From an optimization exercise on the open Yosys and OpenROAD flow, aimed at small area, a short achievable clock period and few clock cycles per item; shortcuts taken in it are not production practice. Where RTL was checked, it was by simulation tests only, not by an equivalence proof against the original.

==> trial 57 <==
## vkg_tca
module vkg_tca (
    input  wire        clk,
    input  wire        rst,           
    input  wire        cmd_valid,
    output wire        cmd_ready,
    input  wire [63:0] cmd,
    output reg         done,
    output reg  [6:0]  t_min,
    output reg  [6:0]  t_sec,
    output reg  [63:0] t_rem,
    output reg  [63:0] t_delta,
    output reg  [63:0] acc,
    output reg         cy,
    output reg         range_rem,
    output reg         range_delta,
    output wire [7:0]  err,
    output reg  [31:0] einfo,
    output wire [15:0] sticky
);
Settings: LEC_CHECK=0, CAP_MARGIN=50, CORE_MARGIN=2, CORE_UTILIZATION=40, PLACE_DENSITY=0.6, SLEW_MARGIN=70; clock period 30.0 ns.
run.sh (not shown) runs the stock make flow with config.mk's settings and CLKGATE_MAP_FILE= SYNTH_SCRIPT=/design/flow/synth_recipe.tcl, a recipe that flattens the netlist after the stock synthesis.
==> inputs of trial 65, as changes to trial 57 <==
--- a/flow/design.v
+++ b/flow/design.v
@@ -19,15 +19,17 @@
 );
     localparam [7:0] OP_NOP   = 8'h00;
     localparam [7:0] OP_RESET = 8'h01;
     localparam [7:0] OP_CLR   = 8'h40;
     localparam [7:0] OP_FIN   = 8'h41;
     localparam [7:0] OP_LAP   = 8'h42;
     localparam [65:0] NWRAP = 66'h3ffffffffc4653600;
-    reg rdy;
+    reg rdy;               
+    reg nrdy;              
+    reg stl;               
     assign cmd_ready = rdy;
     reg err0, err1, err6;
     reg stk0, stk12, stk13;
     assign err    = {1'b0, err6, 4'b0000, err1, err0};
     assign sticky = {2'b00, stk13, stk12, 11'd0, stk0};
     function ge_const66;
         input [65:0] x;
@@ -46,28 +48,36 @@
     reg        a_hx;       
     reg        a_slow;     
     reg        a_p2;       
     wire       in_op_tc  = (cmd[63:56] == OP_FIN) || (cmd[63:56] == OP_LAP);
     wire       in_fin    = (cmd[63:56] == OP_FIN);
     wire       in_small  = (cmd[30:23] <= 8'd156);
     wire       acc_ok;     
-    wire       in_slow   = in_op_tc && !(in_small && (in_fin || acc_ok));
+    wire       in_zf     = (cmd[55:0] == 56'd0);
+    wire       in_sys    = in_zf && ((cmd[63:56] == OP_NOP) || (cmd[63:56] == OP_RESET)
+                                     || (cmd[63:56] == OP_CLR));
+    wire       in_slow   = !(in_sys || (in_op_tc && in_small && (in_fin || acc_ok)));
+    wire       accept    = cmd_valid && !nrdy;
     always @(posedge clk) begin
         if (rst) begin
             a_v    <= 1'b0;
             a_p2   <= 1'b0;
             a_slow <= 1'b0;
             rdy    <= 1'b1;
+            nrdy   <= 1'b0;
+            stl    <= 1'b0;
         end else begin
-            a_v    <= (cmd_valid && rdy) || (a_v && a_slow && !a_p2 && !rdy);
-            a_p2   <= !rdy;
-            if (rdy) a_slow <= in_slow;
-            rdy    <= !(cmd_valid && rdy && in_slow);
+            a_v    <= accept || stl;
+            a_p2   <= stl;
+            if (accept) a_slow <= in_slow;
+            stl    <= accept && in_slow;
+            nrdy   <= (accept && in_slow) || stl;
+            rdy    <= !((accept && in_slow) || stl);
         end
-        if (rdy) begin
+        if (!nrdy) begin
             a_cmd <= {cmd[63:23], cmd[22:0] ^ {23{cmd[31]}}};
             a_hx  <= (cmd[30:23] != 8'd0) ^ cmd[31];
         end
     end
     wire [22:0] a_fx    = a_cmd[22:0];
     wire [31:0] a_fbits = {a_cmd[31:23], a_fx ^ {23{a_cmd[31]}}};
     wire [7:0]  a_op    = a_cmd[63:56];
@@ -80,37 +90,34 @@
     wire        a_clr   = (a_op == OP_CLR)   && a_zfmt;
     wire        a_ill   = !(a_fin || a_lap || a_nop || a_reset || a_clr);
     wire        a_norm  = (a_exp != 8'd0);
     wire        a_s     = a_fbits[31];
     wire [23:0] a_mm    = {a_hx, a_fx};
     wire [24:0] a_pp    = {~a_s, a_mm};         
     wire [24:0] a_pn    = {a_s, ~a_mm};         
-    wire [46:0] a_t0 = {22'd0, a_pp};
+    wire [46:0] a_t0 = {a_s ? 23'h5dad5b : 23'h5dad5c, a_mm};
     wire [46:0] a_t1 = {20'd0, a_pp, 2'd0};
     wire [46:0] a_t2 = {17'd0, a_pn, 5'd0};
     wire [46:0] a_t3 = {15'd0, a_pn, 7'd0};
     wire [46:0] a_t4 = {13'd0, a_pn, 9'd0};
     wire [46:0] a_t5 = {10'd0, a_pp, 12'd0};
     wire [46:0] a_t6 = {8'd0, a_pn, 14'd0};
-    wire [46:0] a_t7 = {5'd0, a_pn, 17'd0};
-    wire [46:0] a_t8 = {1'd0, a_pp, 21'd0};
-    wire [46:0] a_tc = a_s ? 47'h5dad5b201005 : 47'h5dad5b0242a0;
+    wire [46:0] a_t7 = {5'd0, a_pn, a_s ? 17'h01006 : 17'h00000};
+    wire [46:0] a_t8 = {1'd0, a_pp, a_s ? 21'h1fffff : 21'h0242a0};
     wire [46:0] a_s1a, a_c1a, a_s1b, a_c1b, a_s1c, a_c1c;
     csa #(47) ca1 (a_t0, a_t1, a_t2, a_s1a, a_c1a);
     csa #(47) cb1 (a_t3, a_t4, a_t5, a_s1b, a_c1b);
     csa #(47) cc1 (a_t6, a_t7, a_t8, a_s1c, a_c1c);
     wire [46:0] a_s2a, a_c2a, a_s2b, a_c2b;
     csa #(47) ca2 (a_s1a, a_c1a, a_s1b, a_s2a, a_c2a);
     csa #(47) cb2 (a_c1b, a_s1c, a_c1c, a_s2b, a_c2b);
     wire [46:0] a_s3, a_c3;
     csa #(47) ca3 (a_s2a, a_c2a, a_s2b, a_s3, a_c3);
-    wire [46:0] a_s4, a_c4;
-    csa #(47) ca4 (a_s3, a_c3, a_c2b, a_s4, a_c4);
     wire [46:0] a_s5, a_c5;
-    csa #(47) ca5 (a_s4, a_c4, a_tc, a_s5, a_c5);
+    csa #(47) ca4 (a_s3, a_c3, a_c2b, a_s5, a_c5);
     wire [46:0] a_p;
     bk_add #(47, 6) pa (.a(a_s5), .b(a_c5), .cin(1'b0), .s(a_p), .cout());
     wire        a_neg   = a_s && (a_norm || (a_fx != 23'h7fffff));
     wire [7:0]  a_eeff  = a_norm ? a_exp : 8'd1;
     wire        a_big   = (a_eeff > 8'd160);            
     wire [7:0]  a_sh    = 8'd160 - a_eeff;              
     wire signed [65:0] a_z  = {a_p, 19'd0};
@@ -142,18 +149,16 @@
     wire        a_small = (a_exp <= 8'd156);
     reg        b_v;
     reg        b_slow, b_p2, b_small;
     reg        b_fin, b_lap, b_nop, b_reset, b_clr, b_ill;
     reg        b_nonfin, b_movf;
     reg [65:0] b_zq;
     reg [3:0]  b_sel;      
-    reg        b_sx;       
     reg [13:0] b_a;        
     reg [30:0] b_m;        
-    reg [31:0] b_info;     
     always @(posedge clk) begin
         b_v      <= a_v && !rst;
         b_slow   <= a_slow;
         b_p2     <= a_p2;
         b_small  <= a_small;
         b_fin    <= a_fin;
         b_lap    <= a_lap;
@@ -163,21 +168,19 @@
         b_ill    <= a_ill;
         b_nonfin <= (a_exp == 8'hFF);
         b_movf   <= a_movf;
         b_zq     <= a_zq;
         b_sel    <= 4'b0001 << a_sh[1:0];
         b_a      <= a_cmd[55:42];
         b_m      <= a_m;
-        b_info   <= a_ill ? a_cmd[63:32] : a_cmd[31:0];
-        b_sx     <= !a_ill && a_s;
     end
     wire [66:0] b_zq67 = {b_zq[65], b_zq};
     wire [63:0] b_raw = ({64{b_sel[0]}} & b_zq67[63:0]) | ({64{b_sel[1]}} & b_zq67[64:1])
                       | ({64{b_sel[2]}} & b_zq67[65:2]) | ({64{b_sel[3]}} & b_zq67[66:3]);
-    wire [31:0] b_dat = {b_info[31:23], b_info[22:0] ^ {23{b_sx}}};
+    wire [31:0] b_dat = a_ill ? a_cmd[63:32] : a_fbits;
     wire acc_small = (acc[63:60] == 4'b0000) || (acc[63:60] == 4'b1111);
     wire b_zero    = b_v && (b_clr || b_reset);
     wire b_keep    = !b_v || !(b_fin || b_lap) || b_small;
     wire a_zero    = a_v && (a_clr || a_reset);
     wire a_keep    = !a_v || !(a_fin || a_lap) || a_small;
     wire acc_ok_b  = b_zero || (acc_small && b_keep);
     assign acc_ok  = a_zero || (acc_ok_b && a_keep);
==> flow/flow/run.sh (new file) <==
#!/bin/bash
# The standard layout (the standard.sh, unchanged synthesis and steps),
# with one difference: buffer_ports gives every input and output port a
# sky130_fd_sc_hd__buf_2 instead of the delay buffer it picks by default.
# Each tool's full output stays in orfs/logs; make's own output goes to
# standard.log in the work folder.
set -euo pipefail
cd "$(dirname "$0")/.."
export BUFFER_PORTS_ARGS="-buffer_cell sky130_fd_sc_hd__buf_2"
bash standard.sh > standard.log 2>&1
==> flow/standard.sh (new file) <==
#!/bin/bash
# synth_recipe.tcl (not shown) runs the flow's synth.tcl, then flattens the netlist and writes it again
# the make line also repeats each setting of config.mk as NAME=value (left out here)
make -C /OpenROAD-flow-scripts/flow DESIGN_CONFIG=/design/flow/config.mk WORK_HOME=/design/flow/orfs CLKGATE_MAP_FILE= SYNTH_SCRIPT=/design/flow/synth_recipe.tcl "${@:-finish}"
CAP_MARGIN = 40   (was 50)
CTS_CLUSTER_DIAMETER = 100   (was unset)
CTS_CLUSTER_SIZE = 22   (was unset)
SLEW_MARGIN = 60   (was 70)
removed: flow/run.sh
==> inputs of build 92, as changes to trial 57 <==
--- a/flow/design.v
+++ b/flow/design.v
@@ -19,15 +19,17 @@
 );
     localparam [7:0] OP_NOP   = 8'h00;
     localparam [7:0] OP_RESET = 8'h01;
     localparam [7:0] OP_CLR   = 8'h40;
     localparam [7:0] OP_FIN   = 8'h41;
     localparam [7:0] OP_LAP   = 8'h42;
     localparam [65:0] NWRAP = 66'h3ffffffffc4653600;
-    reg rdy;
+    reg rdy;               
+    reg nrdy;              
+    reg stl;               
     assign cmd_ready = rdy;
     reg err0, err1, err6;
     reg stk0, stk12, stk13;
     assign err    = {1'b0, err6, 4'b0000, err1, err0};
     assign sticky = {2'b00, stk13, stk12, 11'd0, stk0};
     function ge_const66;
         input [65:0] x;
@@ -46,28 +48,36 @@
     reg        a_hx;       
     reg        a_slow;     
     reg        a_p2;       
     wire       in_op_tc  = (cmd[63:56] == OP_FIN) || (cmd[63:56] == OP_LAP);
     wire       in_fin    = (cmd[63:56] == OP_FIN);
     wire       in_small  = (cmd[30:23] <= 8'd156);
     wire       acc_ok;     
-    wire       in_slow   = in_op_tc && !(in_small && (in_fin || acc_ok));
+    wire       in_zf     = (cmd[55:0] == 56'd0);
+    wire       in_sys    = in_zf && ((cmd[63:56] == OP_NOP) || (cmd[63:56] == OP_RESET)
+                                     || (cmd[63:56] == OP_CLR));
+    wire       in_slow   = !(in_sys || (in_op_tc && in_small && (in_fin || acc_ok)));
+    wire       accept    = cmd_valid && !nrdy;
     always @(posedge clk) begin
         if (rst) begin
             a_v    <= 1'b0;
             a_p2   <= 1'b0;
             a_slow <= 1'b0;
             rdy    <= 1'b1;
+            nrdy   <= 1'b0;
+            stl    <= 1'b0;
         end else begin
-            a_v    <= (cmd_valid && rdy) || (a_v && a_slow && !a_p2 && !rdy);
-            a_p2   <= !rdy;
-            if (rdy) a_slow <= in_slow;
-            rdy    <= !(cmd_valid && rdy && in_slow);
+            a_v    <= accept || stl;
+            a_p2   <= stl;
+            if (accept) a_slow <= in_slow;
+            stl    <= accept && in_slow;
+            nrdy   <= (accept && in_slow) || stl;
+            rdy    <= !((accept && in_slow) || stl);
         end
-        if (rdy) begin
+        if (!nrdy) begin
             a_cmd <= {cmd[63:23], cmd[22:0] ^ {23{cmd[31]}}};
             a_hx  <= (cmd[30:23] != 8'd0) ^ cmd[31];
         end
     end
     wire [22:0] a_fx    = a_cmd[22:0];
     wire [31:0] a_fbits = {a_cmd[31:23], a_fx ^ {23{a_cmd[31]}}};
     wire [7:0]  a_op    = a_cmd[63:56];
@@ -80,37 +90,34 @@
     wire        a_clr   = (a_op == OP_CLR)   && a_zfmt;
     wire        a_ill   = !(a_fin || a_lap || a_nop || a_reset || a_clr);
     wire        a_norm  = (a_exp != 8'd0);
     wire        a_s     = a_fbits[31];
     wire [23:0] a_mm    = {a_hx, a_fx};
     wire [24:0] a_pp    = {~a_s, a_mm};         
     wire [24:0] a_pn    = {a_s, ~a_mm};         
-    wire [46:0] a_t0 = {22'd0, a_pp};
+    wire [46:0] a_t0 = {a_s ? 23'h5dad5b : 23'h5dad5c, a_mm};
     wire [46:0] a_t1 = {20'd0, a_pp, 2'd0};
     wire [46:0] a_t2 = {17'd0, a_pn, 5'd0};
     wire [46:0] a_t3 = {15'd0, a_pn, 7'd0};
     wire [46:0] a_t4 = {13'd0, a_pn, 9'd0};
     wire [46:0] a_t5 = {10'd0, a_pp, 12'd0};
     wire [46:0] a_t6 = {8'd0, a_pn, 14'd0};
-    wire [46:0] a_t7 = {5'd0, a_pn, 17'd0};
-    wire [46:0] a_t8 = {1'd0, a_pp, 21'd0};
-    wire [46:0] a_tc = a_s ? 47'h5dad5b201005 : 47'h5dad5b0242a0;
+    wire [46:0] a_t7 = {5'd0, a_pn, a_s ? 17'h01006 : 17'h00000};
+    wire [46:0] a_t8 = {1'd0, a_pp, a_s ? 21'h1fffff : 21'h0242a0};
     wire [46:0] a_s1a, a_c1a, a_s1b, a_c1b, a_s1c, a_c1c;
     csa #(47) ca1 (a_t0, a_t1, a_t2, a_s1a, a_c1a);
     csa #(47) cb1 (a_t3, a_t4, a_t5, a_s1b, a_c1b);
     csa #(47) cc1 (a_t6, a_t7, a_t8, a_s1c, a_c1c);
     wire [46:0] a_s2a, a_c2a, a_s2b, a_c2b;
     csa #(47) ca2 (a_s1a, a_c1a, a_s1b, a_s2a, a_c2a);
     csa #(47) cb2 (a_c1b, a_s1c, a_c1c, a_s2b, a_c2b);
     wire [46:0] a_s3, a_c3;
     csa #(47) ca3 (a_s2a, a_c2a, a_s2b, a_s3, a_c3);
-    wire [46:0] a_s4, a_c4;
-    csa #(47) ca4 (a_s3, a_c3, a_c2b, a_s4, a_c4);
     wire [46:0] a_s5, a_c5;
-    csa #(47) ca5 (a_s4, a_c4, a_tc, a_s5, a_c5);
+    csa #(47) ca4 (a_s3, a_c3, a_c2b, a_s5, a_c5);
     wire [46:0] a_p;
     bk_add #(47, 6) pa (.a(a_s5), .b(a_c5), .cin(1'b0), .s(a_p), .cout());
     wire        a_neg   = a_s && (a_norm || (a_fx != 23'h7fffff));
     wire [7:0]  a_eeff  = a_norm ? a_exp : 8'd1;
     wire        a_big   = (a_eeff > 8'd160);            
     wire [7:0]  a_sh    = 8'd160 - a_eeff;              
     wire signed [65:0] a_z  = {a_p, 19'd0};
@@ -142,18 +149,16 @@
     wire        a_small = (a_exp <= 8'd156);
     reg        b_v;
     reg        b_slow, b_p2, b_small;
     reg        b_fin, b_lap, b_nop, b_reset, b_clr, b_ill;
     reg        b_nonfin, b_movf;
     reg [65:0] b_zq;
     reg [3:0]  b_sel;      
-    reg        b_sx;       
     reg [13:0] b_a;        
     reg [30:0] b_m;        
-    reg [31:0] b_info;     
     always @(posedge clk) begin
         b_v      <= a_v && !rst;
         b_slow   <= a_slow;
         b_p2     <= a_p2;
         b_small  <= a_small;
         b_fin    <= a_fin;
         b_lap    <= a_lap;
@@ -163,21 +168,19 @@
         b_ill    <= a_ill;
         b_nonfin <= (a_exp == 8'hFF);
         b_movf   <= a_movf;
         b_zq     <= a_zq;
         b_sel    <= 4'b0001 << a_sh[1:0];
         b_a      <= a_cmd[55:42];
         b_m      <= a_m;
-        b_info   <= a_ill ? a_cmd[63:32] : a_cmd[31:0];
-        b_sx     <= !a_ill && a_s;
     end
     wire [66:0] b_zq67 = {b_zq[65], b_zq};
     wire [63:0] b_raw = ({64{b_sel[0]}} & b_zq67[63:0]) | ({64{b_sel[1]}} & b_zq67[64:1])
                       | ({64{b_sel[2]}} & b_zq67[65:2]) | ({64{b_sel[3]}} & b_zq67[66:3]);
-    wire [31:0] b_dat = {b_info[31:23], b_info[22:0] ^ {23{b_sx}}};
+    wire [31:0] b_dat = a_ill ? a_cmd[63:32] : a_fbits;
     wire acc_small = (acc[63:60] == 4'b0000) || (acc[63:60] == 4'b1111);
     wire b_zero    = b_v && (b_clr || b_reset);
     wire b_keep    = !b_v || !(b_fin || b_lap) || b_small;
     wire a_zero    = a_v && (a_clr || a_reset);
     wire a_keep    = !a_v || !(a_fin || a_lap) || a_small;
     wire acc_ok_b  = b_zero || (acc_small && b_keep);
     assign acc_ok  = a_zero || (acc_ok_b && a_keep);
@@ -211,16 +214,19 @@
     wire fit_r0  = (r0o[65:64] == 2'b00);
     wire fit_r1  = (r1o[65:64] == 2'b00);
     wire ovf = b_movf || !fit_d1 || (trig ? !fit_r1 : !fit_r0);
     reg  ovf_q;
     always @(posedge clk) ovf_q <= ovf;
     wire b_go  = b_v && !(b_slow && !b_p2);
     wire b_ovf = b_slow && ovf_q;
-    wire rr_0 = !r0o[63] || ge_const66({3'd0, r0o[62:0]}, 66'd1000000000000);
-    wire rr_1 = !r1o[63] || ge_const66({3'd0, r1o[62:0]}, 66'd1000000000000);
+    wire ge0, ge1;
+    ge_tree40 #(40'd1000000000000) cg0 (.x(r0o[39:0]), .ge(ge0));
+    ge_tree40 #(40'd1000000000000) cg1 (.x(r1o[39:0]), .ge(ge1));
+    wire rr_0 = !r0o[63] || (r0o[62:40] != 23'd0) || ge0;
+    wire rr_1 = !r1o[63] || (r1o[62:40] != 23'd0) || ge1;
     wire rr  = trig ? rr_1 : rr_0;
     wire rd_0 = !d1o[63] || ge_const66({3'd0, d1o[62:0]}, 66'd1000000000);
     wire rd_1 = ge_const66({3'd0, d1mo[62:0]}, 66'd1000000000);
     wire rd  = b_lap && (trig ? rd_1 : rd_0);
     always @(posedge clk) begin
         if (rst || (b_go && b_reset)) begin
             done <= !rst;
@@ -256,14 +262,35 @@
                     range_rem <= rr; range_delta <= rd;
                     err0 <= 1'b0; err1 <= 1'b0; err6 <= 1'b0;
                 end
             end
         end
     end
 endmodule
+module ge_tree40 #(parameter [39:0] K = 40'd0) (
+    input  wire [39:0] x,
+    output wire        ge
+);
+    reg [63:0] gt, eq;
+    integer l, i;
+    always @(*) begin
+        gt = 64'd0;
+        eq = {64{1'b1}};
+        for (i = 0; i < 40; i = i + 1) begin
+            gt[i] = x[i] & !K[i];
+            eq[i] = !(x[i] ^ K[i]);
+        end
+        for (l = 0; l < 6; l = l + 1)
+            for (i = 0; i < 32; i = i + 1) begin
+                gt[i] = gt[2*i+1] | (eq[2*i+1] & gt[2*i]);
+                eq[i] = eq[2*i+1] & eq[2*i];
+            end
+    end
+    assign ge = gt[0] | eq[0];
+endmodule
 module csa #(parameter W = 64) (
     input  wire [W-1:0] a,
     input  wire [W-1:0] b,
     input  wire [W-1:0] c,
     output wire [W-1:0] s,
     output wire [W-1:0] co
 );
==> flow/flow/run.sh (new file) <==
#!/bin/bash
# The standard layout (the standard.sh, unchanged synthesis and steps),
# with one difference: buffer_ports gives every input and output port a
# sky130_fd_sc_hd__buf_2 instead of the delay buffer it picks by default.
# Each tool's full output stays in orfs/logs; make's own output goes to
# standard.log in the work folder.
set -euo pipefail
cd "$(dirname "$0")/.."
export BUFFER_PORTS_ARGS="-buffer_cell sky130_fd_sc_hd__buf_2"
bash standard.sh > standard.log 2>&1
==> flow/standard.sh (new file) <==
#!/bin/bash
# synth_recipe.tcl (not shown) runs the flow's synth.tcl, then flattens the netlist and writes it again
# the make line also repeats each setting of config.mk as NAME=value (left out here)
make -C /OpenROAD-flow-scripts/flow DESIGN_CONFIG=/design/flow/config.mk WORK_HOME=/design/flow/orfs CLKGATE_MAP_FILE= SYNTH_SCRIPT=/design/flow/synth_recipe.tcl "${@:-finish}"
CAP_MARGIN = 30   (was 50)
CTS_CLUSTER_DIAMETER = 100   (was unset)
CTS_CLUSTER_SIZE = 22   (was unset)
SLEW_MARGIN = 50   (was 70)
removed: flow/run.sh
==> inputs of build 13, as changes to trial 57 <==
--- a/flow/design.v
+++ b/flow/design.v
@@ -19,15 +19,16 @@
 );
     localparam [7:0] OP_NOP   = 8'h00;
     localparam [7:0] OP_RESET = 8'h01;
     localparam [7:0] OP_CLR   = 8'h40;
     localparam [7:0] OP_FIN   = 8'h41;
     localparam [7:0] OP_LAP   = 8'h42;
     localparam [65:0] NWRAP = 66'h3ffffffffc4653600;
-    reg rdy;
+    reg rdy;               
+    reg stl;               
     assign cmd_ready = rdy;
     reg err0, err1, err6;
     reg stk0, stk12, stk13;
     assign err    = {1'b0, err6, 4'b0000, err1, err0};
     assign sticky = {2'b00, stk13, stk12, 11'd0, stk0};
     function ge_const66;
         input [65:0] x;
@@ -53,21 +54,23 @@
     wire       in_slow   = in_op_tc && !(in_small && (in_fin || acc_ok));
     always @(posedge clk) begin
         if (rst) begin
             a_v    <= 1'b0;
             a_p2   <= 1'b0;
             a_slow <= 1'b0;
             rdy    <= 1'b1;
+            stl    <= 1'b0;
         end else begin
-            a_v    <= (cmd_valid && rdy) || (a_v && a_slow && !a_p2 && !rdy);
-            a_p2   <= !rdy;
-            if (rdy) a_slow <= in_slow;
-            rdy    <= !(cmd_valid && rdy && in_slow);
-        end
-        if (rdy) begin
+            a_v    <= (cmd_valid && !stl) || (a_v && a_slow && !a_p2 && stl);
+            a_p2   <= stl;
+            if (!stl) a_slow <= in_slow;
+            rdy    <= !(cmd_valid && !stl && in_slow);
+            stl    <= cmd_valid && !stl && in_slow;
+        end
+        if (!stl) begin
             a_cmd <= {cmd[63:23], cmd[22:0] ^ {23{cmd[31]}}};
             a_hx  <= (cmd[30:23] != 8'd0) ^ cmd[31];
         end
     end
     wire [22:0] a_fx    = a_cmd[22:0];
     wire [31:0] a_fbits = {a_cmd[31:23], a_fx ^ {23{a_cmd[31]}}};
     wire [7:0]  a_op    = a_cmd[63:56];
@@ -80,37 +83,34 @@
     wire        a_clr   = (a_op == OP_CLR)   && a_zfmt;
     wire        a_ill   = !(a_fin || a_lap || a_nop || a_reset || a_clr);
     wire        a_norm  = (a_exp != 8'd0);
     wire        a_s     = a_fbits[31];
     wire [23:0] a_mm    = {a_hx, a_fx};
     wire [24:0] a_pp    = {~a_s, a_mm};         
     wire [24:0] a_pn    = {a_s, ~a_mm};         
-    wire [46:0] a_t0 = {22'd0, a_pp};
+    wire [46:0] a_t0 = {a_s ? 23'h5dad5b : 23'h5dad5c, a_mm};
     wire [46:0] a_t1 = {20'd0, a_pp, 2'd0};
     wire [46:0] a_t2 = {17'd0, a_pn, 5'd0};
     wire [46:0] a_t3 = {15'd0, a_pn, 7'd0};
     wire [46:0] a_t4 = {13'd0, a_pn, 9'd0};
     wire [46:0] a_t5 = {10'd0, a_pp, 12'd0};
     wire [46:0] a_t6 = {8'd0, a_pn, 14'd0};
-    wire [46:0] a_t7 = {5'd0, a_pn, 17'd0};
-    wire [46:0] a_t8 = {1'd0, a_pp, 21'd0};
-    wire [46:0] a_tc = a_s ? 47'h5dad5b201005 : 47'h5dad5b0242a0;
+    wire [46:0] a_t7 = {5'd0, a_pn, a_s ? 17'h01006 : 17'h00000};
+    wire [46:0] a_t8 = {1'd0, a_pp, a_s ? 21'h1fffff : 21'h0242a0};
     wire [46:0] a_s1a, a_c1a, a_s1b, a_c1b, a_s1c, a_c1c;
     csa #(47) ca1 (a_t0, a_t1, a_t2, a_s1a, a_c1a);
     csa #(47) cb1 (a_t3, a_t4, a_t5, a_s1b, a_c1b);
     csa #(47) cc1 (a_t6, a_t7, a_t8, a_s1c, a_c1c);
     wire [46:0] a_s2a, a_c2a, a_s2b, a_c2b;
     csa #(47) ca2 (a_s1a, a_c1a, a_s1b, a_s2a, a_c2a);
     csa #(47) cb2 (a_c1b, a_s1c, a_c1c, a_s2b, a_c2b);
     wire [46:0] a_s3, a_c3;
     csa #(47) ca3 (a_s2a, a_c2a, a_s2b, a_s3, a_c3);
-    wire [46:0] a_s4, a_c4;
-    csa #(47) ca4 (a_s3, a_c3, a_c2b, a_s4, a_c4);
     wire [46:0] a_s5, a_c5;
-    csa #(47) ca5 (a_s4, a_c4, a_tc, a_s5, a_c5);
+    csa #(47) ca4 (a_s3, a_c3, a_c2b, a_s5, a_c5);
     wire [46:0] a_p;
     bk_add #(47, 6) pa (.a(a_s5), .b(a_c5), .cin(1'b0), .s(a_p), .cout());
     wire        a_neg   = a_s && (a_norm || (a_fx != 23'h7fffff));
     wire [7:0]  a_eeff  = a_norm ? a_exp : 8'd1;
     wire        a_big   = (a_eeff > 8'd160);            
     wire [7:0]  a_sh    = 8'd160 - a_eeff;              
     wire signed [65:0] a_z  = {a_p, 19'd0};
==> flow/flow/run.sh (new file) <==
#!/bin/bash
# The standard layout (the standard.sh, unchanged synthesis and steps),
# with one difference: buffer_ports gives every input and output port a
# sky130_fd_sc_hd__buf_2 instead of the delay buffer it picks by default.
# Each tool's full output stays in orfs/logs; make's own output goes to
# standard.log in the work folder.
set -euo pipefail
cd "$(dirname "$0")/.."
export BUFFER_PORTS_ARGS="-buffer_cell sky130_fd_sc_hd__buf_2"
bash standard.sh > standard.log 2>&1
==> flow/standard.sh (new file) <==
#!/bin/bash
# synth_recipe.tcl (not shown) runs the flow's synth.tcl, then flattens the netlist and writes it again
# the make line also repeats each setting of config.mk as NAME=value (left out here)
make -C /OpenROAD-flow-scripts/flow DESIGN_CONFIG=/design/flow/config.mk WORK_HOME=/design/flow/orfs CLKGATE_MAP_FILE= SYNTH_SCRIPT=/design/flow/synth_recipe.tcl "${@:-finish}"
CAP_MARGIN = 40   (was 50)
CTS_CLUSTER_DIAMETER = 100   (was unset)
CTS_CLUSTER_SIZE = 22   (was unset)
SLEW_MARGIN = 60   (was 70)
removed: flow/run.sh
==> run summary <==
* Slowest-stage cell, CP: dfxtp_1
* Outcome: no timing/DRC/antenna violations
* Most common library cells after synthesis: 785 x inv_1, 581 x nand2_1, 577 x ha_1
* H-tree levels at 1
* Synth Warn # at 4
the above is filed under build 13

==> run summary <==
* Outcome: no timing/DRC/antenna violations
* Most common library cells after synthesis: 769 x inv_1, 584 x ha_1, 531 x nand2_1
* Synth Warn # at 4
* Synthesized-area fraction occupied by and/or/nand/nor cells at 11.65%
* Slowest-stage cell, CP: dfxtp_2
* Placer congestion estimate at 0.9678
* H-tree levels at 1
the above is filed under trial 65

==> run summary <==
* Outcome: no timing/DRC/antenna violations
* Slowest-stage cell, CP: fa_1
* H-tree levels at 1
* Most common library cells after synthesis: 792 x inv_1, 584 x ha_1, 581 x nand2_1
the above is filed under build 92

==> run summary <==
* Most common library cells after synthesis: 762 x inv_1, 620 x ha_1, 566 x nand2_1
* Slowest-stage cell, CP: clkdlybuf4s50_1
* Synth Area in Adders at 33.26%
* H-tree levels at 2
* Outcome: no timing/DRC/antenna violations
* Synth Warn # at 4
the above is filed under trial 57

Testbench counts of trial 57, summed over its fixed seeds: cycles 40,024, items 40,000.
Testbench counts of trial 65, summed over its fixed seeds: cycles 40,024, items 40,000.
Testbench counts of build 13, summed over its fixed seeds: cycles 40,024, items 40,000.
For build 92, only the layout was checked, not whether the RTL still works.

-- static timing again, ports no longer ideal --
The flow's constraints put no driver on any port. The routed layouts listed below were extracted and timed again, unchanged, in two steps.
Step 1 assumes that a clkbuf_16 drives the clock port and a buf_2 every other input.
Step 2 times the ports against the registers' clock, not the clock port: input delays grow and output delays shrink by t, the midpoint of the rising clock arrivals with the driver on.
Slacks: ideal / step 1 / step 2; pairs: ideal / step 1.
| run | t (ns) | setup slack, ns | worst slew at a driven data input, ns |
|---|---|---|---|
| trial 57 | 0.756 | 22.069 / 21.996 / 22.394 | 0.05 |
| trial 65 | 0.730 | 22.390 / 22.390 / 22.043 | 0.05 |
| build 92 | 0.750 | 22.163 / 22.163 / 21.818 | 0.05 |
| build 13 | 0.754 | 22.570 / 22.495 / 22.438 | 0.05 |
After both steps setup and hold are still met in every run listed. The setup slack of trial 65, which loses most, moves by 0.000 ns with the drivers and by -0.347 ns with both steps.
